Source: an optimization exercise on an open RTL-to-GDS flow (aim: small area, a short achievable clock period and few clock cycles). Production flows keep margins and buffers that such runs may drop.
Function was checked by simulation only, so behaviour that the tests miss may differ from the original.
No activity file was given, so power comes from the tool's default toggle rates.

==> flow/design.v <==
module gps_core (
    input  wire        clk,
    input  wire        rst,
    input  wire        wr_en,
    input  wire [9:0]  wr_addr,
    input  wire [15:0] wr_data,
    input  wire [9:0]  rd_addr,
    output reg  [15:0] rd_data,
    output reg         busy,
    output reg  [2:0]  status,
    output reg         rx_valid,
    input  wire        rxs_valid,
    input  wire [7:0]  rxs_data,
    input  wire        rxs_fail,
    output reg         rxs_ready,
    output reg         txs_valid,
    output reg  [7:0]  txs_data,
    input  wire        txs_ready,
    input  wire        txs_fail
);
    localparam [7:0] DLE = 8'h10;
    localparam [7:0] ETX = 8'h03;
    localparam [2:0] ST_OK        = 3'd0;
    localparam [2:0] ST_TOO_BIG   = 3'd1;
    localparam [2:0] ST_FRAMING   = 3'd2;
    localparam [2:0] ST_CHECKSUM  = 3'd3;
    localparam [2:0] ST_TRANSPORT = 3'd4;
    localparam [2:0] P_START = 3'd1;
    localparam [2:0] P_TYPE  = 3'd2;
    localparam [2:0] P_LEN   = 3'd3;
    localparam [2:0] P_PAY   = 3'd4;
    localparam [2:0] P_CKS   = 3'd5;
    localparam [2:0] P_END   = 3'd6;
    localparam [2:0] P_ETX   = 3'd7;
    integer i;
    reg  [7:0]  acc;
    reg  [7:0]  ck_result;
    reg  [7:0]  din;
    reg  [7:0]  tx_type;
    reg  [15:0] tx_len;
    reg  [7:0]  rx_type;
    reg  [7:0]  rx_len;
    reg  [7:0]  tx_mem [0:254];
    reg  [7:0]  rx_mem [0:254];
    reg         enc;        
    reg  [2:0]  ph;
    reg         esc;        
    reg  [7:0]  idx;        
    reg  [7:0]  cacc;       
    reg  [7:0]  fp;         
    reg         pv;         
    reg         esel;       
    reg  [7:0]  rq;
    reg         rq_add;
    reg         rq_wr;
    reg  [7:0]  rq_idx;
    wire       cmd_wr = wr_en && (wr_addr == 10'h000) && !busy;
    wire [7:0] cmd    = wr_data[7:0];
    always @(posedge clk) begin
        if (wr_en && wr_addr == 10'h001) din     <= wr_data[7:0];
        if (wr_en && wr_addr == 10'h005) tx_type <= wr_data[7:0];
        if (wr_en && wr_addr == 10'h006) tx_len  <= wr_data;
        if (wr_en && wr_addr[9:8] == 2'b01) tx_mem[wr_addr[7:0]] <= wr_data[7:0];
        if (rq_wr) rx_mem[rq_idx] <= rq;
    end
    wire [9:0] ma = esel ? {2'b01, fp} : rd_addr;
    wire [7:0] mval = ma[9] ? rx_mem[ma[7:0]] : tx_mem[ma[7:0]];
    reg  [15:0] smallv;
    always @(*) begin
        case (rd_addr[3:0])
            4'h2:    smallv = {13'd0, status};
            4'h3:    smallv = {15'd0, busy};
            4'h4:    smallv = {8'd0, ck_result};
            4'h5:    smallv = {8'd0, tx_type};
            4'h6:    smallv = tx_len;
            4'h7:    smallv = {15'd0, rx_valid};
            4'h8:    smallv = {8'd0, rx_type};
            4'h9:    smallv = {8'd0, rx_len};
            default: smallv = 16'd0;
        endcase
    end
    wire       tx_fire  = txs_valid && txs_ready;
    wire       e_ok     = tx_fire && !txs_fail;
    wire       e_adv    = e_ok && !esc;           
    wire       e_field  = (ph == P_TYPE) || (ph == P_LEN) || (ph == P_PAY);
    wire [7:0] e_cks    = 8'd0 - (cacc + txs_data);
    wire       e_tocks  = (ph == P_LEN) ? (txs_data == 8'd0) : (idx == 8'd0);
    wire       e_load   = e_adv && ((ph == P_LEN) || (ph == P_PAY)) && !e_tocks;
    wire       pf_load  = !pv || e_load;
    reg  [7:0] e_nb;
    reg  [2:0] e_nph;
    always @(*) begin
        case (ph)
            P_START: begin e_nb = tx_type;     e_nph = P_TYPE; end
            P_TYPE:  begin e_nb = tx_len[7:0]; e_nph = P_LEN;  end
            P_LEN, P_PAY: begin
                e_nb  = e_tocks ? e_cks : rd_data[7:0];
                e_nph = e_tocks ? P_CKS : P_PAY;
            end
            P_CKS:   begin e_nb = DLE;         e_nph = P_END;  end
            default: begin e_nb = ETX;         e_nph = P_ETX;  end
        endcase
    end
    wire e_nesc = (e_nph != P_END) && (e_nph != P_ETX) && (e_nb == DLE);
    wire       rx_fire = rxs_valid && rxs_ready;
    wire       d_field = (ph == P_TYPE) || (ph == P_LEN) || (ph == P_PAY) || (ph == P_CKS);
    wire       d_isdle = (rxs_data == DLE);
    wire [7:0] d_byte  = esc ? DLE : rxs_data;
    wire [7:0] d_need  = 8'd0 - (cacc + (rq_add ? rq : 8'd0));
    wire       d_cks_ok = esc ? (d_need == 8'd0) : (rxs_data == d_need);
    wire       d_plast = (idx + 8'd1 == rx_len);
    always @(posedge clk) begin
        rq     <= rxs_data;
        rq_idx <= idx;
        if (rst) begin
            busy      <= 1'b0;
            rx_valid  <= 1'b0;
            acc       <= 8'd0;
            txs_valid <= 1'b0;
            esel      <= 1'b0;
            rxs_ready <= 1'b0;
            rq_add    <= 1'b0;
            rq_wr     <= 1'b0;
        end else begin
            rq_add <= rx_fire && d_field && !esc;
            rq_wr  <= rx_fire && (ph == P_PAY) && !esc;
            if (rq_add) cacc <= cacc + rq;
            if (cmd_wr) begin
                case (cmd)
                    8'h01: begin
                        acc    <= 8'd0;
                        status <= ST_OK;
                    end
                    8'h02: begin
                        acc    <= acc + din;
                        status <= ST_OK;
                    end
                    8'h03: begin
                        ck_result <= 8'd0 - acc;
                        status    <= ST_OK;
                    end
                    8'h04: begin
                        if (tx_len[15:8] != 8'd0) begin
                            status <= ST_TOO_BIG;
                        end else begin
                            busy      <= 1'b1;
                            enc       <= 1'b1;
                            esel      <= 1'b1;
                            txs_valid <= 1'b1;
                            txs_data  <= DLE;
                            ph        <= P_START;
                            esc       <= 1'b0;
                            cacc      <= 8'd0;
                            fp        <= 8'd0;
                            pv        <= 1'b0;
                        end
                    end
                    8'h05: begin
                        busy      <= 1'b1;
                        enc       <= 1'b0;
                        rx_valid  <= 1'b0;
                        rxs_ready <= 1'b1;
                        ph        <= P_START;
                        esc       <= 1'b0;
                        cacc      <= 8'd0;
                    end
                    default: ;
                endcase
            end
            if (busy && enc) begin
                if (pf_load) begin
                    pv <= 1'b1;
                    fp <= fp + 8'd1;
                end
                if (tx_fire && txs_fail) begin
                    status    <= ST_TRANSPORT;
                    busy      <= 1'b0;
                    esel      <= 1'b0;
                    txs_valid <= 1'b0;
                end else if (e_ok && esc) begin
                    esc <= 1'b0;                     
                end else if (e_ok) begin
                    if (e_field) cacc <= cacc + txs_data;
                    if (ph == P_LEN) idx <= txs_data - 8'd1;
                    if (ph == P_PAY) idx <= idx - 8'd1;
                    if (ph == P_ETX) begin
                        status    <= ST_OK;
                        busy      <= 1'b0;
                        esel      <= 1'b0;
                        txs_valid <= 1'b0;
                    end else begin
                        txs_data <= e_nb;
                        ph       <= e_nph;
                        esc      <= e_nesc;
                    end
                end
            end
            if (busy && !enc && rx_fire) begin
                if (rxs_fail) begin
                    status    <= ST_TRANSPORT;
                    busy      <= 1'b0;
                    rxs_ready <= 1'b0;
                end else if (d_field && !esc && d_isdle) begin
                    esc <= 1'b1;                     
                end else begin
                    esc <= 1'b0;
                    case (ph)
                        P_START: begin
                            if (d_isdle) begin
                                ph <= P_TYPE;
                            end else begin
                                status    <= ST_FRAMING;
                                busy      <= 1'b0;
                                rxs_ready <= 1'b0;
                            end
                        end
                        P_TYPE: begin
                            rx_type <= d_byte;
                            ph      <= P_LEN;
                        end
                        P_LEN: begin
                            rx_len <= d_byte;
                            idx    <= 8'd0;
                            ph     <= (d_byte == 8'd0) ? P_CKS : P_PAY;
                        end
                        P_PAY: begin
                            idx <= idx + 8'd1;
                            if (d_plast) ph <= P_CKS;
                        end
                        P_CKS: begin
                            if (!d_cks_ok) begin
                                status    <= ST_CHECKSUM;
                                busy      <= 1'b0;
                                rxs_ready <= 1'b0;
                            end else begin
                                ph <= P_END;
                            end
                        end
                        P_END: begin
                            if (d_isdle) begin
                                ph <= P_ETX;
                            end else begin
                                status    <= ST_FRAMING;
                                busy      <= 1'b0;
                                rxs_ready <= 1'b0;
                            end
                        end
                        default: begin
                            busy      <= 1'b0;
                            rxs_ready <= 1'b0;
                            if (rxs_data == ETX) begin
                                status   <= ST_OK;
                                rx_valid <= 1'b1;
                            end else begin
                                status <= ST_FRAMING;
                            end
                        end
                    endcase
                end
            end
        end
    end
    always @(posedge clk) begin
        if (busy) begin
            if (pf_load) rd_data <= {8'd0, mval};
        end else if (rd_addr[9:8] != 2'b00) begin
            rd_data <= {8'd0, mval};
        end else begin
            rd_data <= smallv;
        end
    end
endmodule
==> flow/config.mk <==
export PLATFORM = sky130hd
export DESIGN_NAME = gps_core
export DESIGN_NICKNAME = gps_core
export VERILOG_FILES = /design/flow/design.v
export SDC_FILE = /design/flow/constraint.sdc
export NUM_CORES = 4
export LEC_CHECK = 0
export CAP_MARGIN = 20
export CORE_MARGIN = 2
export CORE_UTILIZATION = 40
export PLACE_DENSITY = 0.6
export SLEW_MARGIN = 20
==> flow/constraint.sdc <==
create_clock -name core_clock -period 10.0 [get_ports {clk}]
set_input_delay 2.0000 -clock core_clock [delete_from_list [all_inputs] [get_ports {clk}]]
set_output_delay 2.0000 -clock core_clock [all_outputs]
set_load 0.01 [all_outputs]
standard.sh (not shown) runs the stock make flow with config.mk's settings and CLKGATE_MAP_FILE= SYNTH_SCRIPT=/design/flow/synth_recipe.tcl, a recipe that flattens the netlist after the stock synthesis.
==> flow/flow/run.sh <==
#!/bin/bash
# The standard layout (standard.sh: unchanged synthesis and steps), with
# a tighter setup-slack target for the resizer's timing repair and port
# buffers of a plain buffer cell instead of a delay cell.
set -uo pipefail
bash standard.sh SETUP_SLACK_MARGIN=6.5 TNS_END_PERCENT=100 \
    "BUFFER_PORTS_ARGS=-buffer_cell sky130_fd_sc_hd__buf_4" finish > standard_flow.log 2>&1
The baseline ran to the end with no violations.
Testbench counts at the start, summed over its fixed seeds: cycles 114,642.
Edit:
--- a/flow/design.v
+++ b/flow/design.v
@@ -64,6 +64,14 @@
         if (rq_wr) rx_mem[rq_idx] <= rq;
     end
-    wire [9:0] ma = esel ? {2'b01, fp} : rd_addr;
-    wire [7:0] mval = ma[9] ? rx_mem[ma[7:0]] : tx_mem[ma[7:0]];
+    wire [6:0] ma  = esel ? fp[6:0] : rd_addr[6:0];
+    wire [7:0] t0v = tx_mem[{1'b0, ma}];
+    wire [7:0] t1v = tx_mem[{1'b1, ma}];
+    wire [7:0] r0v = rx_mem[{1'b0, ma}];
+    wire [7:0] r1v = rx_mem[{1'b1, ma}];
+    reg  [7:0]  s_tx0, s_tx1, s_rx0, s_rx1;    
+    reg  [1:0]  s_sel;                         
+    reg         s_mem;                         
+    reg  [15:0] s_small;                       
+    wire [7:0]  s_pf = s_sel[0] ? s_tx1 : s_tx0;
     reg  [15:0] smallv;
     always @(*) begin
@@ -95,5 +103,5 @@
             P_TYPE:  begin e_nb = tx_len[7:0]; e_nph = P_LEN;  end
             P_LEN, P_PAY: begin
-                e_nb  = e_tocks ? e_cks : rd_data[7:0];
+                e_nb  = e_tocks ? e_cks : s_pf;
                 e_nph = e_tocks ? P_CKS : P_PAY;
             end
@@ -262,10 +270,24 @@
     end
     always @(posedge clk) begin
-        if (busy) begin
-            if (pf_load) rd_data <= {8'd0, mval};
-        end else if (rd_addr[9:8] != 2'b00) begin
-            rd_data <= {8'd0, mval};
+        if (!esel || pf_load) begin
+            s_tx0 <= t0v;
+            s_tx1 <= t1v;
+            s_rx0 <= r0v;
+            s_rx1 <= r1v;
+            s_sel <= esel ? {1'b0, fp[7]} : {rd_addr[9], rd_addr[7]};
+        end
+        s_mem   <= (rd_addr[9:8] != 2'b00);
+        s_small <= smallv;
+    end
+    always @(*) begin
+        if (s_mem) begin
+            case (s_sel)
+                2'b00:   rd_data = {8'd0, s_tx0};
+                2'b01:   rd_data = {8'd0, s_tx1};
+                2'b10:   rd_data = {8'd0, s_rx0};
+                default: rd_data = {8'd0, s_rx1};
+            endcase
         end else begin
-            rd_data <= smallv;
+            rd_data = s_small;
         end
     end
What happened: Power shrinks by 0.63%; cell count came out lower by 16%; sequential power barely changes; final area went down by 1.4%; worst setup slack loses 0.057 ns; routed wire length drops by 19%; die area decreases by 1.0%; area after synthesis went down by 1.0%; sequential share of layout area climbs by 1.3 points; utilization fell by 0.24 points; non-clock buffer count went down by 115; maximum frequency decreases by 1.2%; synthesized cell count shrinks by 25%.
Testbench counts after the change, summed over its fixed seeds: cycles 114,642.

==> static timing again, ports no longer ideal <==
Ports are ideal in the flow. The routed layouts listed here were re-timed in OpenROAD. Step 1 assumes that a clkbuf_16 drives the clock port and a buf_2 every other input. Step 2 times the ports against the registers' clock, not the clock port: input delays grow and output delays shrink by t, the midpoint of the rising clock arrivals with the driver on. Slacks: ideal / step 1 / step 2; pairs: ideal / step 1.
run | t (ns) | setup WS [ns] | worst hold slack (ns) | slew at the worst register clock pin (ns) | worst data-port slew with drivers (ns)
the first run | 1.107 | 5.346 / 5.328 / 4.220 | 0.543 / 0.543 / 0.543 | 0.07 / 0.07 | 0.28
the second run | 1.038 | 5.289 / 5.187 / 4.913 | 0.468 / 0.468 / 0.468 | 0.07 / 0.07 | 0.16
After both steps every run listed still meets setup and hold. For the first run, which loses most, drivers alone change the setup slack by -0.018 ns; drivers and shift together by -1.126 ns.
